This design comes from an exercise in tuning for small area, a short achievable clock period and few clock cycles per item on the open sky130 flow, not from production work. Where RTL was checked, it was by simulation tests only, not by an equivalence proof against the original. For runs 1 to 5, only the layout was checked, not whether the RTL still works. Power and IR drop assume default switching activity.

==> design.v <==
module ssrb_intensity (
    input  wire [5:0]  a,
    input  wire [7:0]  E,
    input  wire [26:0] P,
    output wire        ge
);
    localparam F = 27;
    localparam [63:0] R0 = 64'h0000008000400000;
    localparam [63:0] R1 = 64'h0000010000200040;
    localparam [63:0] R2 = 64'h00012ddc67a94380;
    localparam [63:0] R3 = 64'h0007d17a9ab4f98f;
    localparam [63:0] R4 = 64'h00111223d42a2848;
    localparam [63:0] R5 = 64'h0017a7d206ff1bdf;
    localparam [63:0] R6 = 64'hffc7b38fd2b609af;
    localparam [63:0] R7 = 64'h0009eabf1f03129f;
    localparam [63:0] R8 = 64'h0039327e1e506a30;
    localparam [63:0] R9 = 64'hff9d7c8fb1c4836c;
    localparam [63:0] R10 = 64'h003061a21b2023ef;
    localparam [63:0] R11 = 64'h006d80e1ef3e1d23;
    localparam [63:0] R12 = 64'hff9259b89111aaeb;
    localparam [63:0] R13 = 64'h006096ca0a8d55e4;
    localparam [63:0] R14 = 64'h0037f4b27184663c;
    localparam [63:0] R15 = 64'hffee8a5585517733;
    localparam [63:0] R16 = 64'h0045578e503ad493;
    localparam [63:0] R17 = 64'h0076fc40fdf70527;
    localparam [63:0] R18 = 64'hff80bb15ef9042fb;
    localparam [63:0] R19 = 64'h0003e480c7160930;
    localparam [63:0] R20 = 64'h000c42e87de685df;
    localparam [63:0] R21 = 64'hff857e5a83530374;
    localparam [63:0] R22 = 64'h000e7e3300dbff18;
    localparam [63:0] R23 = 64'hffcd2b56aa8955b4;
    localparam [63:0] R24 = 64'hff81b39b33126627;
    localparam [63:0] R25 = 64'hffa63c1c3c1c7838;
    localparam [63:0] R26 = 64'hffcfc01fc01f803f;
    localparam [63:0] R27 = 64'hfff7ffe0001fffc0;
    localparam [63:0] R28 = 64'hffffffffffe00000;
    reg  [F+1:0] rom;
    always @(*) begin
        rom[0] = R0[a];
        rom[1] = R1[a];
        rom[2] = R2[a];
        rom[3] = R3[a];
        rom[4] = R4[a];
        rom[5] = R5[a];
        rom[6] = R6[a];
        rom[7] = R7[a];
        rom[8] = R8[a];
        rom[9] = R9[a];
        rom[10] = R10[a];
        rom[11] = R11[a];
        rom[12] = R12[a];
        rom[13] = R13[a];
        rom[14] = R14[a];
        rom[15] = R15[a];
        rom[16] = R16[a];
        rom[17] = R17[a];
        rom[18] = R18[a];
        rom[19] = R19[a];
        rom[20] = R20[a];
        rom[21] = R21[a];
        rom[22] = R22[a];
        rom[23] = R23[a];
        rom[24] = R24[a];
        rom[25] = R25[a];
        rom[26] = R26[a];
        rom[27] = R27[a];
        rom[28] = R28[a];
    end
    assign ge = ({E, P} >= {8'd123 + {6'd0, rom[F+1:F]}, rom[F-1:0]});
endmodule
module ssrb_raster (
    input  wire        clk,
    input  wire        rst,         
    input  wire        sp_valid,
    output wire        sp_ready,
    input  wire [31:0] sp_data,
    output reg         done,
    input  wire [3:0]  rd_col,
    input  wire [2:0]  rd_row,
    output wire [23:0] rd_pix
);
    localparam W   = 16;
    localparam H   = 8;
    localparam NB  = 2049;
    localparam [7:0] HUE = 8'h96;
    assign sp_ready = 1'b1;
    wire take = sp_valid;
    reg  [11:0] bin_cnt;            
    wire        last = (bin_cnt == NB - 1);
    reg         hit;                
    always @(*) begin
        case (bin_cnt)
            12'd0, 12'd53, 12'd114, 12'd183,
            12'd265, 12'd364, 12'd495, 12'd696: hit = 1'b1;
            default: hit = 1'b0;
        endcase
    end
    reg  [2:0]  row;                
    reg  [2:0]  nrow;               
    reg         pend;               
    reg  [3:0]  off;                
    reg  [W-1:0] vld;               
    wire        ld = take && hit;
    localparam [1:0] S_IDLE = 2'd0, S_DEC = 2'd1, S_SCL = 2'd2, S_SRC = 2'd3;
    reg  [1:0]  st;
    reg  [7:0]  E;                  
    reg  [26:0] P;                  
    reg         bad;                
    reg  [2:0]  d;                  
    reg  [5:0]  t;                  
    wire        ge;
    ssrb_intensity u_thr (.a(t), .E(E), .P(P), .ge(ge));
    wire [5:0]  low = t & (~t + 6'd1);
    wire        tk  = ge && (t <= 6'd50);
    wire [5:0]  tn  = (tk ? t : (t & ~low)) | (low >> 1);
    wire [27:0] X   = {1'b1, P};
    wire [28:0] S   = {1'b0, X} + {3'b0, X[27:2]};
    wire        nrm = S[28];
    wire [26:0] Pn  = nrm ? S[27:1] : S[26:0];
    always @(posedge clk) begin
        if (rst)
            st <= S_IDLE;
        else if (ld)
            st <= S_DEC;
        else begin
            case (st)
                S_DEC: begin
                    if (ge) begin
                        if (d == 3'd4) st <= S_IDLE;
                    end else begin
                        st <= (d == 3'd4) ? S_SRC : S_SCL;
                    end
                end
                S_SCL: if (t == 6'd3) st <= S_SRC;
                S_SRC: if (low[0]) st <= S_IDLE;
                default: ;
            endcase
        end
    end
    always @(posedge clk) begin
        if (ld) begin
            E   <= sp_data[30:23];
            P   <= {sp_data[22:0], 4'd0};
            bad <= sp_data[31] || (sp_data[30:23] == 8'hff && sp_data[22:0] != 23'd0);
            d   <= 3'd0;
            t   <= 6'd51;
        end else begin
            case (st)
                S_DEC: begin
                    if (ge) begin
                        d <= d + 3'd1;
                        t <= t + 6'd1;
                        E <= E - 8'd3;
                    end else begin
                        t <= (d == 3'd4) ? 6'd32 : {3'd0, d};
                    end
                end
                S_SCL: begin
                    P <= Pn;
                    E <= E + {7'd0, nrm};
                    t <= (t == 6'd3) ? 6'd32 : t + 6'd1;
                end
                S_SRC: t <= tn;
                default: ;
            endcase
        end
    end
    reg  [7:0]  base;
    always @(*) begin
        case (d)
            3'd0:    base = 8'd0;
            3'd1:    base = 8'd51;
            3'd2:    base = 8'd102;
            3'd3:    base = 8'd153;
            default: base = 8'd204;
        endcase
    end
    wire [7:0]  qv  = bad ? 8'd0 : (d == 3'd5) ? 8'd255 : base + {2'd0, t};
    wire        ins = pend && (st == S_IDLE) && (off == W - 1);
    always @(posedge clk) begin
        if (rst) begin
            bin_cnt <= 12'd0;
            done    <= 1'b0;
            nrow    <= 3'd0;
            pend    <= 1'b0;
            off     <= 4'd0;
            vld     <= {W{1'b0}};
        end else begin
            done <= 1'b0;
            off  <= off + 4'd1;
            if (take) begin
                if (last) begin
                    bin_cnt <= 12'd0;
                    off     <= off + 4'd2;
                    vld     <= {1'b1, vld[W-1:1]};
                    done    <= 1'b1;
                end else begin
                    bin_cnt <= bin_cnt + 12'd1;
                end
            end
            if (ld) begin
                nrow <= nrow + 3'd1;
                pend <= 1'b1;
            end else if (ins) begin
                pend <= 1'b0;
            end
        end
    end
    always @(posedge clk)
        if (ld)
            row <= nrow;
    reg  [8*W*H-1:0] ring;          
    integer r;
    always @(posedge clk) begin
        for (r = 0; r < H; r = r + 1)
            ring[8*W*r +: 8*W] <= {ring[8*W*r +: 8*(W-1)],
                                   (ins && row == r) ? qv : ring[8*W*r + 8*(W-1) +: 8]};
    end
    localparam NS = W * H;          
    localparam NG = (NS + 2) / 3;   
    wire [3:0]  pos = rd_col + off;
    wire [H-1:0] rh = {{(H-1){1'b0}}, 1'b1} << rd_row;
    wire [W-1:0] ph = {{(W-1){1'b0}}, 1'b1} << pos;
    wire [3*NG-1:0] sel;
    genvar gr, gp, gb, gg;
    generate
        for (gr = 0; gr < H; gr = gr + 1) begin : g_sr
            for (gp = 0; gp < W; gp = gp + 1) begin : g_sp
                assign sel[W*gr + gp] = rh[gr] & ph[gp];
            end
        end
        if (3*NG > NS) begin : g_spad
            assign sel[3*NG-1:NS] = {(3*NG-NS){1'b0}};
        end
    endgenerate
    wire [7:0]  rsel;
    generate
        for (gb = 0; gb < 8; gb = gb + 1) begin : g_bit
            wire [3*NG-1:0] dv;
            wire [NG-1:0]   y;
            for (gr = 0; gr < H; gr = gr + 1) begin : g_dr
                for (gp = 0; gp < W; gp = gp + 1) begin : g_dp
                    assign dv[W*gr + gp] = ring[8*W*gr + 8*gp + gb];
                end
            end
            if (3*NG > NS) begin : g_dpad
                assign dv[3*NG-1:NS] = {(3*NG-NS){1'b0}};
            end
            for (gg = 0; gg < NG; gg = gg + 1) begin : g_grp
                ssrb_aoi222 u_aoi (
                    .a1(sel[3*gg]),   .b1(dv[3*gg]),
                    .a2(sel[3*gg+1]), .b2(dv[3*gg+1]),
                    .a3(sel[3*gg+2]), .b3(dv[3*gg+2]),
                    .y(y[gg]));
            end
            assign rsel[gb] = ~&y;
        end
    endgenerate
    wire [7:0]  rq = vld[rd_col] ? rsel : 8'd0;
    reg  [7:0]  rd_q, rd_s;
    always @(posedge clk) begin
        rd_q <= rq;
        rd_s <= ~rq;
    end
    assign rd_pix = {HUE, rd_s, rd_q};
endmodule
module ssrb_aoi222 (
    input  wire a1, b1, a2, b2, a3, b3,
    output wire y
);
    assign y = ~((a1 & b1) | (a2 & b2) | (a3 & b3));
endmodule
==> run.sh <==
#!/bin/bash
# synth_recipe.tcl (not shown) runs the flow's synth.tcl, then flattens the netlist and writes it again
# the make line also repeats each setting of config.mk as NAME=value (left out here)
make -C /OpenROAD-flow-scripts/flow DESIGN_CONFIG=/design/flow/config.mk WORK_HOME=/design/flow/orfs CLKGATE_MAP_FILE= SYNTH_SCRIPT=/design/flow/synth_recipe.tcl finish
==> config.mk <==
export PLATFORM = sky130hd
export DESIGN_NAME = ssrb_raster
export DESIGN_NICKNAME = ssrb_raster
export VERILOG_FILES = /design/flow/design.v
export SDC_FILE = /design/flow/constraint.sdc
export NUM_CORES = 8
export LEC_CHECK = 0
export CAP_MARGIN = 20
export CORE_MARGIN = 2
export CORE_UTILIZATION = 45
export SLEW_MARGIN = 20
export SYNTH_HIERARCHICAL = 1
export SYNTH_MEMORY_MAX_BITS = 16384
export SYNTH_MINIMUM_KEEP_SIZE = 0
==> constraint.sdc <==
create_clock -name core_clock -period 15.0 [get_ports {clk}]
set_input_delay 3.0000 -clock core_clock [delete_from_list [all_inputs] [get_ports {clk}]]
set_output_delay 3.0000 -clock core_clock [all_outputs]
set_load 0.01 [all_outputs]
==> results.toml, run 1 <==
[routing]
drt_iter0_drc = 4271
wl_mm = 107
drt.antenna.violating_nets = 0
wl_met2_mm = 48.4
wl_met3_mm = 8.45
vias_per_cell = 6.19
drt-wirelength-per-cell_um = 25.0
wirelength_met1_mm = 46.6
highest-signal-layer = "met4"
route.detailed.drc = 0
dr.pass1.iters = 10
vias = 26600

[flow_run]
max_cap_viol_count = 0

[clock_tree]
post_cts_buffers = 0
ctsResizeCount = 0
clock-sinks = 1127
clkTransAtPathRegs_ns = 0.06
cts_buffer_depth = 3
numCtsBuffers = 104
htree_levels = 3
cts_tree = "done"
clk_latency_ns = 0.70
root_buffer = "clkbuf_16"
hold_buffers = 0

[global_route]
overflow = 0
grt_pass1_vias = 25500
antenna_found_initial = 1
track_usage_pct = 25.3
grt_max_degree = 88
grt_pass1_wl_mm = 161

[synth]
async_flop_share_pct = 0
seq_area_frac_synth_pct = 63.2
yosys_warnings = 8
ys.flop_type = "dfxtp_1"
synth_cell_types = 77
synth_area_leaders = "dfxtp_1, a222oi_1, ha_1, edfxtp_1, nor2_1"
yosys.area.top_type_share_pct = 60.3
netlist_area_um2 = 36300
synth-edff-count = 35
synthCells = 3051
yosysTopAreaCell = "dfxtp_1"
syn_area_per_cell_um2 = 11.9
ys_ff_latch = 1127

[finish]
seq_area_um2 = 22900
area_delta_synth_final_pct = 15.0
stdcell_count = 4289
final_nets = 3292
drive_above_1_share_pct = 9.08
final_common_cell = "dfxtp_1"
multiInputGateArea_um2 = 12800
final_cell_mix = "dfxtp_1, a222oi_1, nor2_1"
finish.utilization_pct = 52.0
n_fill_cell = 6953

[timing]
rsz0062_at_grt = "no"
worstMarginPinSlew_ns = 1.30
finalSetupTns_ns = 0
finalMaxSlewViolations = 0
post-route-min-period_ns = 7.64
setup_ws_ns = 7.36
fin_skew_ns = 0.0621
timing.fmax_mhz = 131
worst_slew_margin_rel_pct = 13.1
setup_viol = 0
hold_viol_final = 0
fin_crit_sh_pct = 50.9

[worst_setup_path]
worst-path-max-fanout = 8
worstPathArrival_ns = 8.20
crit_type = "input port to flop"
cp_data_required_time_ns = 15.56
start_kind = "input port"
cp-end-kind = "flop"

[hold_path]
hold_class = "flop to flop"

[power_and_ir_drop]
power_density_nw_per_um2 = 182
vdd_drop_max_mv = 0.139
leakagePower_nw = 15.6

[place]
dp_worst_setup_slack_ns = 6.59
dp_hpwl_mm = 77.7
place_inst = 4095
place_congestion = 0.948
port-buffer-count = 58

[floorplan]
die_area_um2 = 82800
core_area_um2 = 80200
initial_core_util_pct = 45.2
rows = 104
die_h_um = 288
fp.dieW_um = 288
ioPinCount = 68

[run_status]
status = "finished clean"
sequential cells by signal, indices dropped and copies added, names as in the netlist, 6 cells and up:
register	count
E	8
P	27
bin_cnt	12
rd_q	8
rd_s	8
ring	1024
t	6
vld	16
where the power goes:
part | switching, mW | leakage (nW) | internal, mW | total (mW)
clock | 1.18 | 1.85 | 1.64 | 2.82
sequential | 0.0619 | 9.14 | 3.07 | 3.13
combinational | 1.05 | 4.66 | 0.587 | 1.64
total | 2.30 | 15.6 | 5.29 | 7.59
through the flow:
| step | hold slack, ns | instance area (um^2) | power (mW) |
|---|---|---|---|
| 3_3_place_gp | 0.332 | 37900 | 4.77 |
| 3_5_place_dp | 0.335 | 37900 | 4.80 |
| 2_1_floorplan | 0.330 | 36300 | 4.33 |
| 6_report | 0.332 | 41700 | 7.59 |
| 4_1_cts | 0.326 | 41700 | 7.60 |
| 5_1_grt | 0.325 | 41700 | 7.91 |
layout make-up:
type,instances,share of cell area (%)
sequential,1127,55.0
multi-input combinational,1788,30.7
clock buffer,138,7.10
tap,1060,3.18
clock inverter,55,1.98
timing repair buffer,73,1.66
inverter,47,0.423
antenna,1,0.00600
layer usage:
layer / vias to the layer above / GRT usage [%]
met5: - / 0
met4: 0 / 8.85
met3: 216 / 4.11
met2: 1317 / 39.7
met1: 13000 / 35.5
li1: 12000 / -
cells in the mapped netlist (18+ instances only):
library cell / n
a222oi_1: 344
nor4_1: 26
nand2b_1: 25
inv_1: 46
nor3_1: 27
a21o_1: 18
dfxtp_1: 1092
ha_1: 106
nand2_1: 184
buf_2: 25
mux2i_1: 32
a211oi_1: 20
edfxtp_1: 35
mux2_2: 54
a31oi_1: 19
o21ai_0: 118
nand3_1: 38
clkbuf_1: 66
nor2_1: 241
o211ai_1: 22
a21oi_1: 131
xnor2_1: 35
nand4_1: 94
xor2_1: 20
nor2b_1: 32
cells by family after synthesis:
family	share of synthesized area, %
muxes	3.12
and+or+nand+nor	9.60
xor gates and xnor gates	1.33
buffers and inverters	1.91
adders and majority gates	3.82
other	0.0207
AOI/OAI and AO/OA	17.0
DFF	63.2
modules after synthesis (local to each module, per instance):
module	times used	cell area, um^2	flip-flops and latches
ssrb_aoi222	344	10.0	0
ssrb_intensity	1	3050	0
ssrb_raster	1	29800	1127
path summary, 6_finish.rpt:
| check | startpoint | endpoint | slack [ns] | depth (start not counted) |
|---|---|---|---|---|
| hold / removal | ring[2] | ring[10] | 0.33 | 0 |
| setup / recovery | rd_col[0] | rd_q[3] | 7.36 | 13 |
| hold reg to reg | ring[2] | ring[10] | 0.33 | 0 |
| setup reg to reg | t[1] | t[1] | 8.58 | 20 |
critical path: stages:
cell and delay (ns):
clkdlybuf4s50_1 0.67, ha_1 0.28, inv_1 0.07, fa_1 0.64, nor2_1 0.13, nand2_1 0.54
nor2_1 0.32, a222oi_1 0.51, nand4_1 0.18, nor4_1 0.71, nand2_1 0.12, o41ai_1 0.94
inv_1 0.08
==> run 2: changes to the inputs <==
--- a/design.v
+++ b/design.v
@@ -4,3 +4,4 @@
     input  wire [26:0] P,
-    output wire        ge
+    output wire [6:0]  cg,          
+    output wire [6:0]  ce           
 );
@@ -34,5 +35,11 @@
     localparam [63:0] R26 = 64'hffcfc01fc01f803f;
-    localparam [63:0] R27 = 64'hfff7ffe0001fffc0;
-    localparam [63:0] R28 = 64'hffffffffffe00000;
-    reg  [F+1:0] rom;
+    localparam [63:0] R27 = 64'h0008001fffe0003f;
+    localparam [63:0] R28 = 64'hfff7ffe00000003f;
+    localparam [63:0] R29 = 64'hffffffffffffffc0;
+    localparam [63:0] R30 = 64'hffffffffffffffff;
+    localparam [63:0] R31 = 64'hffffffffffffffff;
+    localparam [63:0] R32 = 64'hffffffffffffffff;
+    localparam [63:0] R33 = 64'hffffffffffffffff;
+    localparam [63:0] R34 = 64'h0000000000000000;
+    reg  [F+7:0] rom;
     always @(*) begin
@@ -67,4 +74,17 @@
         rom[28] = R28[a];
-    end
-    assign ge = ({E, P} >= {8'd123 + {6'd0, rom[F+1:F]}, rom[F-1:0]});
+        rom[29] = R29[a];
+        rom[30] = R30[a];
+        rom[31] = R31[a];
+        rom[32] = R32[a];
+        rom[33] = R33[a];
+        rom[34] = R34[a];
+    end
+    wire [F+7:0] x = {E, P};
+    genvar i;
+    generate
+        for (i = 0; i < 7; i = i + 1) begin : chunk
+            assign cg[i] = (x[5*i +: 5] > rom[5*i +: 5]);
+            assign ce[i] = (x[5*i +: 5] == rom[5*i +: 5]);
+        end
+    endgenerate
 endmodule
@@ -101,3 +121,2 @@
     reg  [3:0]  off;                
-    reg  [W-1:0] vld;               
     wire        ld = take && hit;
@@ -105,9 +124,22 @@
     reg  [1:0]  st;
+    reg         f;                  
     reg  [7:0]  E;                  
     reg  [26:0] P;                  
-    reg         bad;                
+    reg         sgn;                
     reg  [2:0]  d;                  
     reg  [5:0]  t;                  
-    wire        ge;
-    ssrb_intensity u_thr (.a(t), .E(E), .P(P), .ge(ge));
+    reg  [6:0]  cg, ce;             
+    wire [6:0]  cg_n, ce_n;
+    ssrb_intensity u_thr (.a(t), .E(E), .P(P), .cg(cg_n), .ce(ce_n));
+    always @(posedge clk) begin
+        cg <= cg_n;
+        ce <= ce_n;
+    end
+    reg         ge;
+    integer c;
+    always @(*) begin
+        ge = 1'b1;
+        for (c = 0; c < 7; c = c + 1)
+            ge = cg[c] | (ce[c] & ge);
+    end
     wire [5:0]  low = t & (~t + 6'd1);
@@ -120,13 +152,18 @@
     always @(posedge clk) begin
-        if (rst)
+        if (rst) begin
             st <= S_IDLE;
-        else if (ld)
+            f  <= 1'b0;
+        end else if (ld) begin
             st <= S_DEC;
-        else begin
+            f  <= 1'b0;
+        end else begin
             case (st)
                 S_DEC: begin
-                    if (ge) begin
-                        if (d == 3'd4) st <= S_IDLE;
-                    end else begin
-                        st <= (d == 3'd4) ? S_SRC : S_SCL;
+                    f <= !f;
+                    if (f) begin
+                        if (ge) begin
+                            if (d == 3'd4) st <= S_IDLE;
+                        end else begin
+                            st <= (d == 3'd4) ? S_SRC : S_SCL;
+                        end
                     end
@@ -134,3 +171,6 @@
                 S_SCL: if (t == 6'd3) st <= S_SRC;
-                S_SRC: if (low[0]) st <= S_IDLE;
+                S_SRC: begin
+                    f <= !f;
+                    if (f && low[0]) st <= S_IDLE;
+                end
                 default: ;
@@ -143,3 +183,3 @@
             P   <= {sp_data[22:0], 4'd0};
-            bad <= sp_data[31] || (sp_data[30:23] == 8'hff && sp_data[22:0] != 23'd0);
+            sgn <= sp_data[31];
             d   <= 3'd0;
@@ -149,8 +189,10 @@
                 S_DEC: begin
-                    if (ge) begin
-                        d <= d + 3'd1;
-                        t <= t + 6'd1;
-                        E <= E - 8'd3;
-                    end else begin
-                        t <= (d == 3'd4) ? 6'd32 : {3'd0, d};
+                    if (f) begin
+                        if (ge) begin
+                            d <= d + 3'd1;
+                            t <= t + 6'd1;
+                            E <= E - 8'd3;
+                        end else begin
+                            t <= (d == 3'd4) ? 6'd32 : {3'd0, d};
+                        end
                     end
@@ -162,3 +204,3 @@
                 end
-                S_SRC: t <= tn;
+                S_SRC: if (f) t <= tn;
                 default: ;
@@ -177,2 +219,3 @@
     end
+    wire        bad = sgn || (d == 3'd5 && E == 8'd240 && P != 27'd0);
     wire [7:0]  qv  = bad ? 8'd0 : (d == 3'd5) ? 8'd255 : base + {2'd0, t};
@@ -186,3 +229,2 @@
             off     <= 4'd0;
-            vld     <= {W{1'b0}};
         end else begin
@@ -194,3 +236,2 @@
                     off     <= off + 4'd2;
-                    vld     <= {1'b1, vld[W-1:1]};
                     done    <= 1'b1;
@@ -212,2 +253,3 @@
     reg  [8*W*H-1:0] ring;          
+    reg  [W-1:0]     vp;            
     integer r;
@@ -217,44 +259,44 @@
                                    (ins && row == r) ? qv : ring[8*W*r + 8*(W-1) +: 8]};
-    end
-    localparam NS = W * H;          
-    localparam NG = (NS + 2) / 3;   
-    wire [3:0]  pos = rd_col + off;
+        if (rst)
+            vp <= {W{1'b0}};
+        else
+            vp <= {vp[W-2:0], ins | vp[W-1]};
+    end
     wire [H-1:0] rh = {{(H-1){1'b0}}, 1'b1} << rd_row;
-    wire [W-1:0] ph = {{(W-1){1'b0}}, 1'b1} << pos;
-    wire [3*NG-1:0] sel;
-    genvar gr, gp, gb, gg;
+    wire [W-1:0] ph;
+    wire [8*W-1:0] yp;              
+    genvar gp, gb, gr;
     generate
-        for (gr = 0; gr < H; gr = gr + 1) begin : g_sr
-            for (gp = 0; gp < W; gp = gp + 1) begin : g_sp
-                assign sel[W*gr + gp] = rh[gr] & ph[gp];
+        for (gp = 0; gp < W; gp = gp + 1) begin : g_place
+            wire [3:0] k = gp - off;
+            assign ph[gp] = (rd_col == k) && vp[gp];
+            for (gb = 0; gb < 8; gb = gb + 1) begin : g_bit
+                wire [H-1:0] dv;
+                wire [2:0]   y;
+                for (gr = 0; gr < H; gr = gr + 1) begin : g_row
+                    assign dv[gr] = ring[8*W*gr + 8*gp + gb];
+                end
+                ssrb_aoi222 u_a0 (.a1(rh[0]), .b1(dv[0]), .a2(rh[1]), .b2(dv[1]),
+                                  .a3(rh[2]), .b3(dv[2]), .y(y[0]));
+                ssrb_aoi222 u_a1 (.a1(rh[3]), .b1(dv[3]), .a2(rh[4]), .b2(dv[4]),
+                                  .a3(rh[5]), .b3(dv[5]), .y(y[1]));
+                ssrb_aoi22  u_a2 (.a1(rh[6]), .b1(dv[6]), .a2(rh[7]), .b2(dv[7]),
+                                  .y(y[2]));
+                assign yp[8*gp + gb] = ~&y;
             end
         end
-        if (3*NG > NS) begin : g_spad
-            assign sel[3*NG-1:NS] = {(3*NG-NS){1'b0}};
-        end
     endgenerate
-    wire [7:0]  rsel;
+    wire [7:0]  rq;
     generate
-        for (gb = 0; gb < 8; gb = gb + 1) begin : g_bit
-            wire [3*NG-1:0] dv;
-            wire [NG-1:0]   y;
-            for (gr = 0; gr < H; gr = gr + 1) begin : g_dr
-                for (gp = 0; gp < W; gp = gp + 1) begin : g_dp
-                    assign dv[W*gr + gp] = ring[8*W*gr + 8*gp + gb];
-                end
+        for (gb = 0; gb < 8; gb = gb + 1) begin : g_out
+            wire [5:0] z;
+            for (gp = 0; gp < 5; gp = gp + 1) begin : g_grp
+                ssrb_aoi222 u_b (.a1(ph[3*gp]),   .b1(yp[8*(3*gp) + gb]),
+                                 .a2(ph[3*gp+1]), .b2(yp[8*(3*gp+1) + gb]),
+                                 .a3(ph[3*gp+2]), .b3(yp[8*(3*gp+2) + gb]), .y(z[gp]));
             end
-            if (3*NG > NS) begin : g_dpad
-                assign dv[3*NG-1:NS] = {(3*NG-NS){1'b0}};
-            end
-            for (gg = 0; gg < NG; gg = gg + 1) begin : g_grp
-                ssrb_aoi222 u_aoi (
-                    .a1(sel[3*gg]),   .b1(dv[3*gg]),
-                    .a2(sel[3*gg+1]), .b2(dv[3*gg+1]),
-                    .a3(sel[3*gg+2]), .b3(dv[3*gg+2]),
-                    .y(y[gg]));
-            end
-            assign rsel[gb] = ~&y;
+            assign z[5] = ~(ph[15] & yp[8*15 + gb]);
+            assign rq[gb] = ~&z;
         end
     endgenerate
-    wire [7:0]  rq = vld[rd_col] ? rsel : 8'd0;
     reg  [7:0]  rd_q, rd_s;
@@ -272 +314,7 @@
 endmodule
+module ssrb_aoi22 (
+    input  wire a1, b1, a2, b2,
+    output wire y
+);
+    assign y = ~((a1 & b1) | (a2 & b2));
+endmodule
--- a/config.mk
+++ b/config.mk
@@ -9,3 +9,6 @@
 export CORE_MARGIN = 2
-export CORE_UTILIZATION = 45
+export CORE_UTILIZATION = 70
+export CTS_CLUSTER_DIAMETER = 50
+export CTS_CLUSTER_SIZE = 30
+export PLACE_DENSITY = 0.85
 export SLEW_MARGIN = 20
==> run 2 against run 1 <==
Effect of this change: clock power fell by 25%; fmax rose by 28%; design area fell by 0.43%; global-route usage rose by 10 points; non-clock buffer count rose by 16; sequential cell count rose by 15; utilization rose by 27 points; clock skew fell by 0.0058 ns; count of clock-buffer cells in the layout fell by 60; register-to-register slack improved by 1.8 ns; synthesized cell count rose by 0.13%; sequential power barely moved; largest cell class unchanged.
==> results.toml, run 2 <==
[timing]
fin_crit_sh_pct = 39.9
fin_skew_ns = 0.0563
timing.fmax_mhz = 167
finalMaxSlewViolations = 0
hold_viol_final = 0
hold_ws_ns = 0.309
post-route-min-period_ns = 5.98
setup_ws_ns = 9.02
worst_slew_margin_rel_pct = 19.7
rsz0062_at_grt = "no"
worstMarginPinSlew_ns = 1.20
finalSetupTns_ns = 0
setup_viol = 0

[place]
dp_worst_setup_slack_ns = 8.57
dp_hpwl_mm = 63.1
place_congestion = 0.968
port-buffer-count = 58

[worst_setup_path]
cp_data_required_time_ns = 15.51
path_cells = "clkdlybuf4s50_1 > nor3b_2 > buf_4 > buf_4 > a222oi_1 > nand3_1 > a222oi_1 > nand2_1 > or3_1"
worstPathArrival_ns = 6.49
cp-end-kind = "flop"
cpMaxStageDelayCell = "clkdlybuf4s50_1"
start_kind = "input port"
max_stage_delay_ns = 0.60
crit_type = "input port to flop"
worst-path-max-fanout = 73

[synth]
netlist_area_um2 = 37600
synth-edff-count = 35
synth_area_leaders = "dfxtp_1, a222oi_1, a22oi_2, ha_1, edfxtp_1"
syn_area_per_cell_um2 = 12.3
seq_area_frac_synth_pct = 61.7
synth.most_common_cell = "dfxtp_1"
yosysTopAreaCell = "dfxtp_1"
ys_ff_latch = 1142
yosys_warnings = 8
yosys.area.top_type_share_pct = 58.9
ys.flop_type = "dfxtp_1"
yosys-top-cells-count = "dfxtp_1, a222oi_1, nand3_1"
async_flop_share_pct = 0
synth_cell_types = 101
synthCells = 3055

[clock_tree]
clk_latency_ns = 0.65
htree_levels = 3
numCtsBuffers = 68
hold_buffers = 0
root_buffer = "clkbuf_16"
cts_buffer_depth = 3
post_cts_buffers = 0
clkTransAtPathRegs_ns = 0.10
ctsResizeCount = 0
clock-sinks = 1142
cts_tree = "done"

[global_route]
grt_max_degree = 86
grt_pass1_vias = 27100
track_usage_pct = 35.4
grt_pass1_wl_mm = 155
antenna_found_initial = 1
overflow = 0

[power_and_ir_drop]
vdd_drop_max_mv = 0.102
combPwrFrac_pct = 17.0
p_seq_share_pct = 49.6
power_density_nw_per_um2 = 153
leakagePower_nw = 15.8
power.switching_mw = 1.83
p_int_mw = 4.51
p_clk_share_pct = 33.5
p_sw_share_pct = 28.9

[routing]
route.detailed.drc = 0
dr.pass1.iters = 12
drt-wirelength-per-cell_um = 25.9
vias = 26800
drt_iter0_drc = 3982
wl_mm = 100
vias_per_cell = 6.93
drt.antenna.violating_nets = 0

[finish]
finish.utilization_pct = 78.5
area_delta_synth_final_pct = 10.4
final_nets = 3289
final_common_cell = "dfxtp_1"
drive_above_1_share_pct = 12.9
reg.largest.list = "ring x1024, P x27, vp x16"
largest-register = "ring"
final_cell_mix = "dfxtp_1, a222oi_1, nand3_1"
largest_reg_flops = 1024
diodes = 0

[floorplan]
rows = 84
ioPinCount = 68
die_area_um2 = 55600
fp.dieW_um = 236
die_h_um = 236
core_area_um2 = 52900
initial_core_util_pct = 71.1

[hold_path]
hold_class = "flop to flop"

[run_status]
status = "finished clean"

[flow_run]
max_cap_viol_count = 0
==> run 2: cell types whose count changed after synthesis, moves of 45 or more <==
cell      delta
nand4_1     -74
a22oi_2    +128
a222oi_1    -48
nand2_1     -47
nor2_1     -130
nand3_1    +129
o21ai_0     -45
==> run 2: logic make-up (layout without fill, tap and decap cells) <==
| family | after synthesis | count (layout) | synth area share, % |
|---|---|---|---|
| AND/OR/NAND/NOR | 654 | 654 | 8.86 |
| AO/OA/AOI/OAI | 824 | 824 | 19.3 |
| XOR/XNOR | 65 | 65 | 1.51 |
| multiplexers | 94 | 94 | 2.76 |
| other | 2 | 9 | 0.0200 |
| buffers and inverters | 158 | 279 | 1.96 |
| adder cells (fa/ha/maj) | 116 | 116 | 3.90 |
| flip-flops | 1142 | 1142 | 61.7 |
==> run 2: per-module statistics from Yosys, one instance, submodules excluded <==
module,cell area (um^2),flops+latches,copies in the design,cells inside
ssrb_raster,29900,1142,1,2151
ssrb_intensity,3180,0,1,480
ssrb_aoi22,12.5,0,128,1
ssrb_aoi222,10.0,0,296,1
==> run 2: critical path, delay by kind of cell <==
family,cells,cell delay [ns]
AO/OA/AOI/OAI,2,1.03
buffers and inverters,3,1.46
AND/OR/NAND/NOR,4,0.93
==> run 2: metal layers <==
layer | track usage, % | part of all wire (%) | vias to the layer above
met2 | 59.6 | 48 | 1438
met1 | 44.7 | 39 | 13100
li1 | - | - | 12000
met5 | 0 | 0.018 | -
met3 | 6.66 | 8.9 | 302
met4 | 15.6 | 4.4 | 2
==> run 2: path summary, 6_finish.rpt <==
check             from        end  slack, ns  cells after the start
max reg2reg       P[2]       E[7]      10.42                     18
min reg2reg  ring[576]  ring[584]       0.31                      0
max          rd_row[1]    rd_q[2]       9.02                      9
min          ring[576]  ring[584]       0.31                      0
==> run 2: metrics by stage <==
stage / std cells / total power, mW / cell area [um^2]
detailed placement: 3749 / 4.25 / 39000
global placement: 3749 / 4.21 / 39000
global route: 3871 / 6.56 / 41500
floorplan: 3062 / 3.96 / 37600
CTS: 3871 / 6.32 / 41500
finish: 3871 / 6.34 / 41500
==> run 2: cell type report <==
class	instances	area, um^2
Sequential cell	1142	23200
Multi-Input combinational cell	1762	13900
Fill cell	3111	11400
Clock buffer	78	1860
Tap cell	688	861
Timing Repair Buffer	89	813
Clock inverter	44	636
Inverter	68	255
==> run 2: power groups by stage <==
stage / Combinational, mW / Clock [mW] / Sequential (mW)
floorplan: 0.758 / 0 / 3.20
global placement: 1.00 / 0 / 3.21
detailed placement: 1.04 / 0 / 3.21
CTS: 1.04 / 2.13 / 3.14
global route: 1.17 / 2.24 / 3.15
finish: 1.08 / 2.12 / 3.14
==> run 3: changes to the inputs <==
--- a/design.v
+++ b/design.v
@@ -288,20 +288,26 @@
     endgenerate
-    wire [7:0]  rq;
+    reg  [7:0]  rd_lo, rd_hi;
     generate
         for (gb = 0; gb < 8; gb = gb + 1) begin : g_out
-            wire [5:0] z;
-            for (gp = 0; gp < 5; gp = gp + 1) begin : g_grp
-                ssrb_aoi222 u_b (.a1(ph[3*gp]),   .b1(yp[8*(3*gp) + gb]),
-                                 .a2(ph[3*gp+1]), .b2(yp[8*(3*gp+1) + gb]),
-                                 .a3(ph[3*gp+2]), .b3(yp[8*(3*gp+2) + gb]), .y(z[gp]));
+            wire [2:0] zl, zh;
+            ssrb_aoi222 u_l0 (.a1(ph[0]),  .b1(yp[8*0 + gb]),  .a2(ph[1]),  .b2(yp[8*1 + gb]),
+                              .a3(ph[2]),  .b3(yp[8*2 + gb]),  .y(zl[0]));
+            ssrb_aoi222 u_l1 (.a1(ph[3]),  .b1(yp[8*3 + gb]),  .a2(ph[4]),  .b2(yp[8*4 + gb]),
+                              .a3(ph[5]),  .b3(yp[8*5 + gb]),  .y(zl[1]));
+            ssrb_aoi22  u_l2 (.a1(ph[6]),  .b1(yp[8*6 + gb]),  .a2(ph[7]),  .b2(yp[8*7 + gb]),
+                              .y(zl[2]));
+            ssrb_aoi222 u_h0 (.a1(ph[8]),  .b1(yp[8*8 + gb]),  .a2(ph[9]),  .b2(yp[8*9 + gb]),
+                              .a3(ph[10]), .b3(yp[8*10 + gb]), .y(zh[0]));
+            ssrb_aoi222 u_h1 (.a1(ph[11]), .b1(yp[8*11 + gb]), .a2(ph[12]), .b2(yp[8*12 + gb]),
+                              .a3(ph[13]), .b3(yp[8*13 + gb]), .y(zh[1]));
+            ssrb_aoi22  u_h2 (.a1(ph[14]), .b1(yp[8*14 + gb]), .a2(ph[15]), .b2(yp[8*15 + gb]),
+                              .y(zh[2]));
+            always @(posedge clk) begin
+                rd_lo[gb] <= ~&zl;
+                rd_hi[gb] <= ~&zh;
             end
-            assign z[5] = ~(ph[15] & yp[8*15 + gb]);
-            assign rq[gb] = ~&z;
         end
     endgenerate
-    reg  [7:0]  rd_q, rd_s;
-    always @(posedge clk) begin
-        rd_q <= rq;
-        rd_s <= ~rq;
-    end
+    wire [7:0]  rd_q = rd_lo | rd_hi;
+    wire [7:0]  rd_s = ~(rd_lo | rd_hi);
     assign rd_pix = {HUE, rd_s, rd_q};
==> run 3 against run 2 <==
Effect of this change: routed wire length up 2.0%; non-clock buffer count rose by 6; largest cell class unchanged; first-iteration DRC count up 15%; global-route usage up 0.47 points; count of clock-buffer cells in the layout shrank 3; register-to-register slack got worse by 0.12 ns; critical path type unchanged; combinational power increased by 6%; utilization is 0.57 points lower; sequential power about the same; fmax increased by 8.2%.
==> results.toml, run 3 <==
[flow_run]
max_cap_viol_count = 0

[routing]
drt.antenna.violating_nets = 0
route.detailed.drc = 0
drt_iter0_drc = 4594
dr.pass1.iters = 11
vias = 27200
wl_mm = 102
vias_per_cell = 7.02
drt-wirelength-per-cell_um = 26.4

[global_route]
grt_pass1_vias = 26900
grt_max_degree = 129
grt_pass1_wl_mm = 156
antenna_found_initial = 5
overflow = 0
track_usage_pct = 35.9

[floorplan]
die_area_um2 = 55700
rows = 85
fp.dieW_um = 236
ioPinCount = 68
die_h_um = 236
initial_core_util_pct = 70.4
core_area_um2 = 53500

[timing]
fin_skew_ns = 0.0488
fin_crit_sh_pct = 36.9
timing.fmax_mhz = 181
finalSetupTns_ns = 0
rsz0062_at_grt = "no"
worstMarginPinSlew_ns = 1.16
finalMaxSlewViolations = 0
post-route-min-period_ns = 5.53
hold_ws_ns = 0.315
hold_viol_final = 0
setup_viol = 0
worst_slew_margin_rel_pct = 22.1

[run_status]
status = "finished clean"

[worst_setup_path]
worst-path-max-fanout = 85
start_kind = "input port"
regToRegEndpoint = "E[6]"
cp-end-kind = "flop"
endpoint = "rd_hi[0]"
worstPathArrival_ns = 6.05
startpoint = "rd_row[2]"
r2r_setup_slack_ns = 10.30
crit_type = "input port to flop"
reg2reg_depth = 17
cp_data_required_time_ns = 15.52
reg2reg_from = "P[2]"

[synth]
synth_cell_types = 105
ys_ff_latch = 1142
async_flop_share_pct = 0
netlist_area_um2 = 37700
synth-edff-count = 35
yosys.area.top_type_share_pct = 58.8
syn_area_per_cell_um2 = 12.4
synth_area_leaders = "dfxtp_1, a222oi_1, a22oi_2, ha_1, edfxtp_1"
seq_area_frac_synth_pct = 61.6
ys.flop_type = "dfxtp_1"
synthCells = 3038
yosys_warnings = 8
synth.most_common_cell = "dfxtp_1"
yosys-top-cells-count = "dfxtp_1, a222oi_1, nand3_1"
yosysTopAreaCell = "dfxtp_1"

[finish]
final_nets = 3283
largest-register = "ring"
area_delta_synth_final_pct = 10.6
drive_above_1_share_pct = 14.0
n_fill_cell = 3175
stdcell_count = 3877
largest_reg_flops = 1024
reg.largest.list = "ring x1024, P x27, vp x16"
final_cell_mix = "dfxtp_1, a222oi_1, nand3_1"
final_common_cell = "dfxtp_1"

[clock_tree]
cts_buffer_depth = 3
clock-sinks = 1142
ctsResizeCount = 0
post_cts_buffers = 0
clkTransAtPathRegs_ns = 0.10
numCtsBuffers = 69
cts_tree = "done"
htree_levels = 3
hold_buffers = 0
clk_latency_ns = 0.66
root_buffer = "clkbuf_16"

[power_and_ir_drop]
combPwrFrac_pct = 17.8
p_clk_share_pct = 33.5
power_density_nw_per_um2 = 155
leakagePower_nw = 15.9
p_int_mw = 4.53
power.switching_mw = 1.94
p_seq_share_pct = 48.7
p_sw_share_pct = 30.0
vdd_drop_max_mv = 0.123

[hold_path]
hold_class = "flop to flop"

[place]
place_congestion = 0.909
dp_hpwl_mm = 61.6
port-buffer-count = 58
place_inst = 3750
run 3: cell count changes after synthesis, moves of 7 or more:
cell,change
a21o_1,+7
a222oi_1,-8
a22oi_2,+16
clkbuf_1,-9
inv_1,-11
nand2_1,-12
nand3_1,+7
o21ai_0,-12
or2_2,+10
or3_1,-15
run 3: cell families after synthesis:
| logic type | share of synthesized area, % |
|---|---|
| multiplexers | 2.83 |
| AND/OR/NAND/NOR | 8.76 |
| buffers and inverters | 1.88 |
| adder cells (fa/ha/maj) | 3.89 |
| XOR/XNOR | 1.63 |
| other | 0.0199 |
| flip-flops | 61.6 |
| AO/OA/AOI/OAI | 19.4 |
run 3: worst max-delay path, stage by stage:
cell	delay [ns]
clkdlybuf4s50_1	0.67
and3b_4	0.25
buf_4	0.42
buf_4	0.48
a222oi_1	0.48
nand3_1	0.15
a222oi_1	0.38
nand3_1	0.12
run 3: layer usage:
metal  track usage [%]  share of wire [%]
met1              48.0                 39
met2              57.0                 46
met3              6.87                 10
met4              16.1                4.2
met5                 0              0.029
run 3: Yosys stat by module (local to each module, per instance):
| module | times used | flops+latches |
|---|---|---|
| ssrb_aoi22 | 144 | 0 |
| ssrb_aoi222 | 288 | 0 |
| ssrb_intensity | 1 | 0 |
| ssrb_raster | 1 | 1142 |
run 3: worst min path at each step:
stage / start / to / slack [ns] / depth (start not counted)
final: ring[58] / ring[66] / 0.31 / 0
after CTS: ring[58] / ring[66] / 0.32 / 0
after global routing: ring[58] / ring[66] / 0.32 / 0
after global placement: ring[51] / ring[59] / 0.33 / 0
after floorplan: ring[92] / ring[100] / 0.33 / 0
after detailed placement: ring[242] / ring[250] / 0.33 / 0
run 3: layout make-up:
type	count	area [um^2]	share of cell area (%)
multi-input cells	1759	13900	33.4
clock inverters	50	748	1.79
inverters	58	218	0.522
diodes	2	5.00	0.0120
well taps	696	871	2.09
repair buffers	95	903	2.17
flip-flops and latches	1142	23200	55.7
clock buffers	75	1800	4.32
run 3: power by group through the flow:
stage | logic (mW) | clock network [mW] | registers (mW)
global route | 1.24 | 2.29 | 3.15
CTS | 1.11 | 2.18 | 3.14
global placement | 1.07 | 0 | 3.21
detailed placement | 1.10 | 0 | 3.21
floorplan | 0.819 | 0 | 3.20
finish | 1.15 | 2.17 | 3.15
run 3: stage by stage:
step	util, %	total power [mW]	setup WS (ns)	cell area, um^2
final	77.9	6.47	9.47	41700
after global routing	77.9	6.68	9.40	41700
after CTS	77.9	6.43	9.59	41700
after detailed placement	73.2	4.31	8.97	39100
after global placement	73.2	4.28	9.09	39100
after floorplan	-	4.01	3.66	37700
==> run 4: changes to the inputs <==
==> flow/run.sh (new file) <==
#!/bin/bash
# Layout flow: the standard flow's own layout (standard.sh, all ORFS steps from the
# standard synthesis to finish) with one change: the buffers that
# buffer_ports puts on every input and output port are buf_4 cells, not the
# cell it picks by default. make's full output goes to standard.log here.
set -euo pipefail
bash standard.sh "BUFFER_PORTS_ARGS=-buffer_cell sky130_fd_sc_hd__buf_4" finish > standard.log 2>&1
==> standard.sh (new file) <==
#!/bin/bash
# synth_recipe.tcl (not shown) runs the flow's synth.tcl, then flattens the netlist and writes it again
# the make line also repeats each setting of config.mk as NAME=value (left out here)
make -C /OpenROAD-flow-scripts/flow DESIGN_CONFIG=/design/flow/config.mk WORK_HOME=/design/flow/orfs CLKGATE_MAP_FILE= SYNTH_SCRIPT=/design/flow/synth_recipe.tcl "${@:-finish}"
removed: run.sh
==> run 4 against run 3 <==
Effect of this change: still clean on timing, DRC and antenna; non-clock buffer count rose by 1; setup slack improved by 0.082 ns; first-iteration DRC count fell by 2.3%; sequential share of layout area barely moved; synthesized cell count did not move; synthesized area did not move; critical path type unchanged.
==> results.toml, run 4 <==
[floorplan]
fp.dieW_um = 236
die_h_um = 236
core_area_um2 = 53500
die_area_um2 = 55700
ioPinCount = 68
rows = 85
initial_core_util_pct = 70.4

[flow_run]
max_cap_viol_count = 0

[global_route]
grt_pass1_vias = 26800
met2_usage_pct = 58.1
grt_use_met1_pct = 47.6
track_usage_pct = 36.3
antenna_found_initial = 2
overflow = 0
busiest_layer = "met2"
gr-usage-met3_pct = 8.20
grt_max_degree = 129
grt_pass1_wl_mm = 157

[clock_tree]
clock-sinks = 1142
post_cts_buffers = 0
cts_tree = "done"
ctsResizeCount = 0
root_buffer = "clkbuf_16"
cts_buffer_depth = 3
htree_levels = 3
clk_latency_ns = 0.65
hold_buffers = 0
numCtsBuffers = 69
clkTransAtPathRegs_ns = 0.10

[power_and_ir_drop]
total_power_mw = 6.54
p_seq_share_pct = 48.3
power_density_nw_per_um2 = 157
power.switching_mw = 1.97
vdd_drop_max_mv = 0.122
p_int_mw = 4.57
p_clk_share_pct = 34.2
leakagePower_nw = 16.0
p_sw_share_pct = 30.1
combPwrFrac_pct = 17.4

[routing]
wl_mm = 103
dr.pass1.iters = 10
drt.antenna.violating_nets = 0
vias = 27100
drt-wirelength-per-cell_um = 26.6
drt_iter0_drc = 4488
route.detailed.drc = 0
vias_per_cell = 7.00

[worst_setup_path]
worst-path-max-fanout = 45
cp-end-kind = "flop"
cpMaxStageDelayCell = "buf_4"
r2r_setup_slack_ns = 10.37
crit_type = "input port to flop"
cp_data_required_time_ns = 15.57
critPathMostFrequentCell = "buf_4"
start_kind = "input port"
path_cells = "buf_4 > and3_4 > buf_4 > buf_4 > a22oi_2 > nand3_1 > a222oi_1 > nand3_1"
worst-path-buf-inv = 3
worstPathArrival_ns = 6.02
max_stage_delay_ns = 0.79
cpLargestDelayFamily = "buffers and inverters"

[synth]
syn_area_per_cell_um2 = 12.4
yosys_warnings = 8
synth-edff-count = 35
yosys-top-cells-count = "dfxtp_1, a222oi_1, nand3_1"
synth_area_leaders = "dfxtp_1, a222oi_1, a22oi_2, ha_1, edfxtp_1"
ys.flop_type = "dfxtp_1"
synth_cell_types = 105
yosysTopAreaCell = "dfxtp_1"
ys_ff_latch = 1142
synthCells = 3038
async_flop_share_pct = 0
seq_area_frac_synth_pct = 61.6
netlist_area_um2 = 37700
yosys.area.top_type_share_pct = 58.8
synth.most_common_cell = "dfxtp_1"

[timing]
timing.fmax_mhz = 184
fin_crit_sh_pct = 36.3
setup_viol = 0
finalSetupTns_ns = 0
finalMaxSlewViolations = 0
worst_slew_margin_rel_pct = 24.0
setup_ws_ns = 9.55
fin_skew_ns = 0.0397
hold_viol_final = 0
rsz0062_at_grt = "no"
worstMarginPinSlew_ns = 1.14
post-route-min-period_ns = 5.45

[place]
place_congestion = 0.939
port-buffer-count = 58
dp_worst_setup_slack_ns = 9.01
dp_hpwl_mm = 62.3
placed_area_um2 = 39000

[finish]
drive_above_1_share_pct = 15.8
final_nets = 3284
largest_reg_flops = 1024
final_common_cell = "dfxtp_1"
area_delta_synth_final_pct = 10.5
final_cell_mix = "dfxtp_1, a222oi_1, nand3_1"
reg.largest.list = "ring x1024, P x27, vp x16"
largest-register = "ring"
stdcell_area_um2 = 41700

[hold_path]
hold_class = "flop to flop"

[run_status]
status = "finished clean"
-- run 4: layout make-up --
type,instances,area [um^2]
Multi-Input combinational cell,1759,13900
Clock inverter,48,842
Antenna cell,3,7.51
Clock buffer,76,1840
Inverter,58,218
Tap cell,696,871
Sequential cell,1142,23200
Timing Repair Buffer,96,733
Fill cell,3127,11800
-- run 4: cell families (layout without fill, tap and decap cells) --
group | count (synthesis) | count (layout) | share of synthesized area, %
AND/OR/NAND/NOR | 649 | 649 | 8.76
buffers and inverters | 144 | 278 | 1.88
XOR/XNOR | 70 | 70 | 1.63
adder cells (fa/ha/maj) | 116 | 116 | 3.89
flip-flops | 1142 | 1142 | 61.6
AO/OA/AOI/OAI | 818 | 818 | 19.4
multiplexers | 97 | 97 | 2.83
other | 2 | 12 | 0.0199
-- run 4: routing by layer --
metal / vias to the layer above / wire (um)
li1: 11900 / -
met1: 13200 / 40000
met2: 1687 / 48200
met3: 294 / 10500
met4: 0 / 4300
met5: - / 0
-- run 4: power groups by stage --
stage	combinational, mW	sequential [mW]	clock (mW)
floorplan	0.819	3.20	0
global placement	1.05	3.22	0
detailed placement	1.09	3.22	0
CTS	1.10	3.15	2.24
global route	1.23	3.16	2.35
finish	1.14	3.16	2.24
-- run 4: per-stage QoR --
step | utilization, % | hold WS, ns | cells
after floorplan | - | 0.330 | 3045
after global placement | 72.8 | 0.331 | 3751
after detailed placement | 72.8 | 0.335 | 3751
after CTS | 77.9 | 0.322 | 3875
after global routing | 77.9 | 0.324 | 3875
final | 77.9 | 0.325 | 3878
-- run 4: path summary, 6_finish.rpt --
check | startpoint | to | cells after the start
worst min register to register | ring[438] | ring[446] | 0
worst min-delay path | ring[438] | ring[446] | 0
worst max register to register | P[2] | E[7] | 18
worst max-delay path | rd_row[0] | rd_lo[5] | 8
-- run 4: per-module statistics from Yosys (local to each module, per instance) --
module,cell area (um^2),cells,copies in the design
ssrb_raster,29800,2126,1
ssrb_aoi22,12.5,1,144
ssrb_aoi222,10.0,1,288
ssrb_intensity,3180,480,1
-- run 4: worst register-to-register path, cell delays in order, from the launching register on --
cell and delay [ns]:
dfxtp_1 0.37, ha_1 0.23, fa_1 0.44, a211oi_2 0.26, o211ai_2 0.17, a2111oi_4 0.55
or4b_4 0.26, a31o_1 0.16, buf_4 0.36, nand2_1 0.12, ha_1 0.24, a31oi_1 0.29
nor2b_1 0.08, o21ai_0 0.14, nand2_1 0.11, a21oi_1 0.18, o21bai_1 0.10, xnor2_1 0.19
o21ai_0 0.10
==> run 5: changes to the inputs <==
--- a/design.v
+++ b/design.v
@@ -149,3 +149,3 @@
     wire [28:0] S   = {1'b0, X} + {3'b0, X[27:2]};
-    wire        nrm = S[28];
+    wire        nrm = (P >= 27'h4cccccd);    
     wire [26:0] Pn  = nrm ? S[27:1] : S[26:0];
@@ -264,3 +264,2 @@
     end
-    wire [H-1:0] rh = {{(H-1){1'b0}}, 1'b1} << rd_row;
     wire [W-1:0] ph;
@@ -268,2 +267,8 @@
     genvar gp, gb, gr;
+    wire [8*H-1:0] rhb;
+    generate
+        for (gb = 0; gb < 8; gb = gb + 1) begin : g_dec
+            ssrb_dec3 u_dec (.a(rd_row), .y(rhb[H*gb +: H]));
+        end
+    endgenerate
     generate
@@ -274,2 +279,3 @@
                 wire [H-1:0] dv;
+                wire [H-1:0] rh = rhb[H*gb +: H];
                 wire [2:0]   y;
@@ -314,2 +320,8 @@
 endmodule
+module ssrb_dec3 (
+    input  wire [2:0] a,
+    output wire [7:0] y
+);
+    assign y = 8'd1 << a;
+endmodule
 module ssrb_aoi222 (
==> run 5 against run 4 <==
Effect of this change: synthesized cell count up 2.3%; count of clock-buffer cells in the layout down 5; still clean on timing, DRC and antenna; hold slack better by 0.012 ns; critical endpoint is now rd_hi[4]; critical path depth down 1; setup slack better by 0.32 ns; non-clock buffer count down 2; cell count up 1.6%; utilization up 0.27 points; sequential power down 2%.
==> results.toml, run 5 <==
[finish]
finish.utilization_pct = 78.1
final_nets = 3351
n_fill_cell = 3176
multiInputGateArea_um2 = 14600
largest_reg_flops = 1024
area_delta_synth_final_pct = 10.3
drive_above_1_share_pct = 16.7
final_cell_mix = "dfxtp_1, a222oi_1, nand3_1"
diodes = 0
final_common_cell = "dfxtp_1"
reg.largest.list = "ring x1024, P x27, vp x16"
seq_area_um2 = 23200
largest-register = "ring"

[global_route]
grt_pass1_vias = 27400
grt_pass1_wl_mm = 157
grt_max_degree = 81
overflow = 0
track_usage_pct = 35.6
antenna_found_initial = 0

[timing]
fin_crit_sh_pct = 34.2
fin_skew_ns = 0.0734
finalSetupTns_ns = 0
finalMaxSlewViolations = 0
rsz0062_at_grt = "no"
hold_viol_final = 0
post-route-min-period_ns = 5.13
hold_ws_ns = 0.336
setup_viol = 0
worstMarginPinSlew_ns = 1.23
worst_slew_margin_rel_pct = 18.0
timing.fmax_mhz = 195

[synth]
netlist_area_um2 = 38100
yosys_warnings = 8
seq_area_frac_synth_pct = 60.9
synth.most_common_cell = "dfxtp_1"
yosysTopAreaCell = "dfxtp_1"
async_flop_share_pct = 0
synth_area_leaders = "dfxtp_1, a222oi_1, a22oi_2, ha_1, edfxtp_1"
synth_cell_types = 104
ys_ff_latch = 1142
yosys-top-cells-count = "dfxtp_1, a222oi_1, nand3_1"
synthCells = 3108
ys.flop_type = "dfxtp_1"
yosys.area.top_type_share_pct = 58.1
synth-edff-count = 35
syn_area_per_cell_um2 = 12.3

[routing]
wl_mm = 102
route.detailed.drc = 0
wl_met3_mm = 9.06
vias = 27500
highest-signal-layer = "met4"
wirelength_met1_mm = 39.3
wl_met2_mm = 48.8
drt_iter0_drc = 4227
drt.antenna.violating_nets = 0
drt-wirelength-per-cell_um = 26.0
dr.pass1.iters = 10
vias_per_cell = 6.98

[clock_tree]
clk_latency_ns = 0.67
cts_tree = "done"
ctsResizeCount = 0
hold_buffers = 0
post_cts_buffers = 0
htree_levels = 3
clkTransAtPathRegs_ns = 0.10
root_buffer = "clkbuf_16"
cts_buffer_depth = 3
clock-sinks = 1142
numCtsBuffers = 67

[power_and_ir_drop]
vdd_drop_max_mv = 0.115
leakagePower_nw = 16.1
power_density_nw_per_um2 = 140

[worst_setup_path]
cpMaxStageDelayCell = "buf_4"
start_kind = "input port"
max_stage_delay_ns = 0.66
worst-path-max-fanout = 64
path_cells = "buf_4 > nor3_1 > buf_4 > a222oi_1 > nand3_1 > a222oi_1 > nand3_1"
crit_type = "input port to flop"
worstPathArrival_ns = 5.64
startpoint = "rd_row[0]"
reg2reg_from = "t[1]"
cp_data_required_time_ns = 15.52
cp-end-kind = "flop"

[hold_path]
worstHoldStart = "ring[680]"
hold_class = "flop to flop"

[place]
place_congestion = 0.965
port-buffer-count = 58
dp_hpwl_mm = 65.1

[floorplan]
initial_core_util_pct = 70.9
die_h_um = 237
core_area_um2 = 53800
rows = 85
fp.dieW_um = 237
die_area_um2 = 56400
ioPinCount = 68

[run_status]
status = "finished clean"

[flow_run]
max_cap_viol_count = 0
## run 5: per-layer routing
layer	vias up	track usage, %
met4	0	18.3
met5	-	0
met3	324	6.09
met1	13400	45.3
li1	12200	-
met2	1533	58.5
## run 5: layout make-up
cell class              count  area share [%]
multi-input cells        1817            34.7
inverters                  70           0.625
repair buffers             94            1.69
clock inverters            50            1.62
clock buffers              71            4.12
flip-flops and latches   1142            55.2
well taps                 696            2.07
## run 5: Yosys stat by module (local to each module, per instance)
| module | times used | flip-flops and latches |
|---|---|---|
| ssrb_aoi222 | 288 | 0 |
| ssrb_intensity | 1 | 0 |
| ssrb_aoi22 | 144 | 0 |
| ssrb_dec3 | 8 | 0 |
| ssrb_raster | 1 | 1142 |
## run 5: worst paths after layout
path / slack [ns] / cells after the start / endpoint
hold reg to reg: 0.34 / 0 / ring[688]
setup / recovery: 9.87 / 7 / rd_hi[4]
hold / removal: 0.34 / 0 / ring[688]
setup reg to reg: 10.96 / 12 / cg[4]
## run 5: stage by stage
stage | std cells | setup WS (ns) | cell area (um^2) | total power [mW]
6_report | 3940 | 9.87 | 42000 | 5.87
5_1_grt | 3940 | 9.74 | 42000 | 6.04
4_1_cts | 3940 | 10.15 | 42000 | 5.85
3_5_place_dp | 3819 | 9.44 | 39500 | 3.83
3_3_place_gp | 3818 | 9.52 | 39500 | 3.80
2_1_floorplan | 3115 | 10.0 | 38200 | 3.64
## run 5: power by group
group	switching, mW	internal [mW]	leakage (nW)	total (mW)
combinational	0.435	0.241	5.68	0.675
clock	1.15	0.930	1.16	2.08
sequential	0.0324	3.08	9.26	3.11
## run 5: kinds of logic after synthesis
| group | after synthesis | share of synthesized area, % |
|---|---|---|
| muxes | 82 | 2.40 |
| buffers and inverters | 156 | 1.93 |
| DFF | 1142 | 60.9 |
| adders and majority gates | 117 | 3.88 |
| other | 2 | 0.0197 |
| AOI/OAI and AO/OA | 836 | 19.6 |
| and+or+nand+nor | 703 | 9.73 |
| xor gates and xnor gates | 70 | 1.61 |
## run 5: worst max-delay path: cells and delay by family
kind / cells / cell delay (ns)
AOI/OAI and AO/OA: 2 / 1.13
buffers and inverters: 2 / 0.92
and+or+nand+nor: 3 / 0.55
==> run 6: changes to the inputs <==
--- a/design.v
+++ b/design.v
@@ -180,6 +180,17 @@
     always @(posedge clk) begin
-        if (ld) begin
+        if (hit) begin
             E   <= sp_data[30:23];
-            P   <= {sp_data[22:0], 4'd0};
             sgn <= sp_data[31];
+        end else if (st == S_SCL) begin
+            E   <= E + {7'd0, nrm};
+        end else if (st == S_DEC && f && ge) begin
+            E   <= E - 8'd3;
+        end
+        if (hit)
+            P   <= {sp_data[22:0], 4'd0};
+        else if (st == S_SCL)
+            P   <= Pn;
+    end
+    always @(posedge clk) begin
+        if (ld) begin
             d   <= 3'd0;
@@ -193,3 +204,2 @@
                             t <= t + 6'd1;
-                            E <= E - 8'd3;
                         end else begin
@@ -199,7 +209,3 @@
                 end
-                S_SCL: begin
-                    P <= Pn;
-                    E <= E + {7'd0, nrm};
-                    t <= (t == 6'd3) ? 6'd32 : t + 6'd1;
-                end
+                S_SCL: t <= (t == 6'd3) ? 6'd32 : t + 6'd1;
                 S_SRC: if (f) t <= tn;
@@ -250,3 +256,3 @@
     always @(posedge clk)
-        if (ld)
+        if (hit)
             row <= nrow;
==> run 6 against run 5 <==
Effect of this change: global-route usage is 0.23 points lower; largest cell class unchanged; sequential share of layout area is 0.063 points higher; routed wire length is 0.48% lower; still clean on timing, DRC and antenna; design area is 0.11% lower; power is 14% higher; synthesized cell count is 0.16% lower.
==> results.toml, run 6 <==
[clock_tree]
numCtsBuffers = 69
clock-sinks = 1142
hold_buffers = 0
htree_levels = 3
cts_buffer_depth = 3
clk_latency_ns = 0.66
root_buffer = "clkbuf_16"
ctsResizeCount = 0
post_cts_buffers = 0
cts_tree = "done"
clkTransAtPathRegs_ns = 0.10

[worst_setup_path]
worstPathArrival_ns = 5.46
reg2reg_from = "t[0]"
worst-path-max-fanout = 64
cp-end-kind = "flop"
cp_data_required_time_ns = 15.51
start_kind = "input port"
crit_type = "input port to flop"
startpoint = "rd_row[2]"

[routing]
vias = 27600
vias_per_cell = 7.01
wl_mm = 102
drt.antenna.violating_nets = 0
route.detailed.drc = 0
drt-wirelength-per-cell_um = 25.9
dr.pass1.iters = 13
drt_iter0_drc = 4394

[finish]
final_nets = 3338
largest_reg_flops = 1024
largest-register = "ring"
reg.largest.list = "ring x1024, P x27, vp x16"
n_fill_cell = 3217
seq_area_um2 = 23200
final_common_cell = "dfxtp_1"
stdcell_count = 3932
drive_above_1_share_pct = 16.6
area_delta_synth_final_pct = 10.3
multiInputGateArea_um2 = 14400
final_cell_mix = "dfxtp_1, a222oi_1, nand3_1"

[synth]
synth_area_leaders = "dfxtp_1, a222oi_1, a22oi_2, ha_1, edfxtp_1"
yosys.area.top_type_share_pct = 58.2
yosysTopAreaCell = "dfxtp_1"
yosys-top-cells-count = "dfxtp_1, a222oi_1, nand3_1"
synth.most_common_cell = "dfxtp_1"
seq_area_frac_synth_pct = 61.0
syn_area_per_cell_um2 = 12.3
synth-edff-count = 35
synthCells = 3103
synth_cell_types = 97
yosys_warnings = 8
ys_ff_latch = 1142
async_flop_share_pct = 0
ys.flop_type = "dfxtp_1"
netlist_area_um2 = 38100

[run_status]
status = "finished clean"

[floorplan]
fp.dieW_um = 237
die_h_um = 237
die_area_um2 = 56300
ioPinCount = 68
rows = 85
core_area_um2 = 53800
initial_core_util_pct = 70.7

[power_and_ir_drop]
leakagePower_nw = 16.1
power_density_nw_per_um2 = 159
vdd_drop_max_mv = 0.129

[timing]
timing.fmax_mhz = 202
post-route-min-period_ns = 4.94
worstMarginPinSlew_ns = 1.20
hold_ws_ns = 0.323
worst_slew_margin_rel_pct = 19.7
fin_skew_ns = 0.0467
rsz0062_at_grt = "no"
hold_viol_final = 0
finalSetupTns_ns = 0
fin_crit_sh_pct = 33.0
setup_ws_ns = 10.06
setup_viol = 0
finalMaxSlewViolations = 0

[global_route]
overflow = 0
antenna_found_initial = 1
grt_max_degree = 68
grt_pass1_wl_mm = 156
track_usage_pct = 35.3
grt_pass1_vias = 27300

[hold_path]
hold_class = "flop to flop"
worstHoldStart = "ring[202]"

[place]
place_inst = 3805
dp_hpwl_mm = 64.6
place_congestion = 0.919
dp_worst_setup_slack_ns = 9.53
port-buffer-count = 58

[flow_run]
max_cap_viol_count = 0
## run 6: changes by cell type after synthesis, moves of 6 or more
cell / change
mux2i_1: +11
clkbuf_1: +9
nor2_1: -9
o21ai_0: +7
xor2_1: +7
and3_1: +6
o21a_1: -6
## run 6: path summary, 6_finish.rpt
kind | endpoint | slack [ns] | cells after the start
worst min-delay path | ring[210] | 0.32 | 0
worst max-delay path | rd_lo[6] | 10.06 | 7
worst min register to register | ring[210] | 0.32 | 0
worst max register to register | cg[1] | 10.95 | 11
## run 6: logic make-up after synthesis
kind of cell	synth area share (%)
simple gates	9.92
fa+ha+maj	3.85
flops	61.0
mux	2.66
compound gates	19.0
xor+xnor	1.66
other cells	0.0197
buf+inv	1.94
## run 6: power breakdown
group / switching, mW / internal [mW] / total, mW
Sequential: 0.0772 / 3.11 / 3.18
Clock: 1.14 / 1.01 / 2.16
Combinational: 0.871 / 0.485 / 1.36
Total: 2.09 / 4.60 / 6.70
## run 6: per-stage QoR
stage / area (um^2) / power (mW) / util, %
global placement: 39400 / 4.50 / 73.2
global route: 42000 / 6.93 / 78.0
CTS: 41900 / 6.65 / 77.9
floorplan: 38100 / 4.18 / -
finish: 42000 / 6.70 / 78.0
detailed placement: 39400 / 4.54 / 73.2
## run 6: cell type report
class,count,area share [%]
tap,696,2.07
clock inverter,48,1.72
antenna,3,0.0179
timing repair buffer,92,1.64
inverter,67,0.599
clock buffer,76,4.30
sequential,1142,55.3
multi-input combinational,1808,34.4
## run 6: Yosys stat by module (local to each module, per instance)
module | times used | flops+latches
ssrb_dec3 | 8 | 0
ssrb_raster | 1 | 1142
ssrb_aoi222 | 288 | 0
ssrb_aoi22 | 144 | 0
ssrb_intensity | 1 | 0
## run 6: worst max-delay path: stages
cell,delay [ns]
buf_4,0.64
nor3_1,0.33
buf_4,0.27
a222oi_1,0.42
nand3_1,0.19
a222oi_1,0.36
nand3_1,0.13
## run 6: routing by layer
layer | GRT usage [%] | up-vias | part of all wire, %
li1 | - | 12200 | -
met1 | 46.6 | 13500 | 39
met2 | 56.0 | 1616 | 46
met3 | 9.09 | 287 | 11
met4 | 14.1 | 4 | 3.7
met5 | 0 | - | 0.058
Testbench counts of run 6, summed over its fixed seeds: cycles 524,560, columns 256.

-- separate check: timing with driven ports --
The flow's constraints put no driver on any port. The routed layouts listed below were extracted and timed again, unchanged, in two steps.
Step 1, drivers: a clkbuf_16 drives clk and a buf_2 each remaining input, both assumed.
Step 2, shift: input delay + t, output delay - t, t = (earliest + latest rising clock arrival at the registers) / 2. This alone moves slack from input paths to output paths.
Three values: ideal, step 1, step 2; two values: the first two.
| run | shift t [ns] | slack for setup (ns) | worst register clock-pin slew, ns | worst slew at a driven data input, ns |
|---|---|---|---|---|
| run 1 | 0.734 | 7.363 / 7.398 / 6.664 | 0.07 / 0.07 | 0.06 |
| run 2 | 0.677 | 9.017 / 9.055 / 8.378 | 0.11 / 0.11 | 0.06 |
| run 3 | 0.694 | 9.469 / 9.477 / 8.783 | 0.11 / 0.11 | 0.06 |
| run 4 | 0.697 | 9.551 / 9.548 / 8.852 | 0.11 / 0.11 | 0.10 |
| run 5 | 0.696 | 9.872 / 9.910 / 9.215 | 0.11 / 0.11 | 0.07 |
| run 6 | 0.707 | 10.055 / 10.089 / 9.382 | 0.11 / 0.11 | 0.06 |
After both steps setup and hold are still met in every run listed.
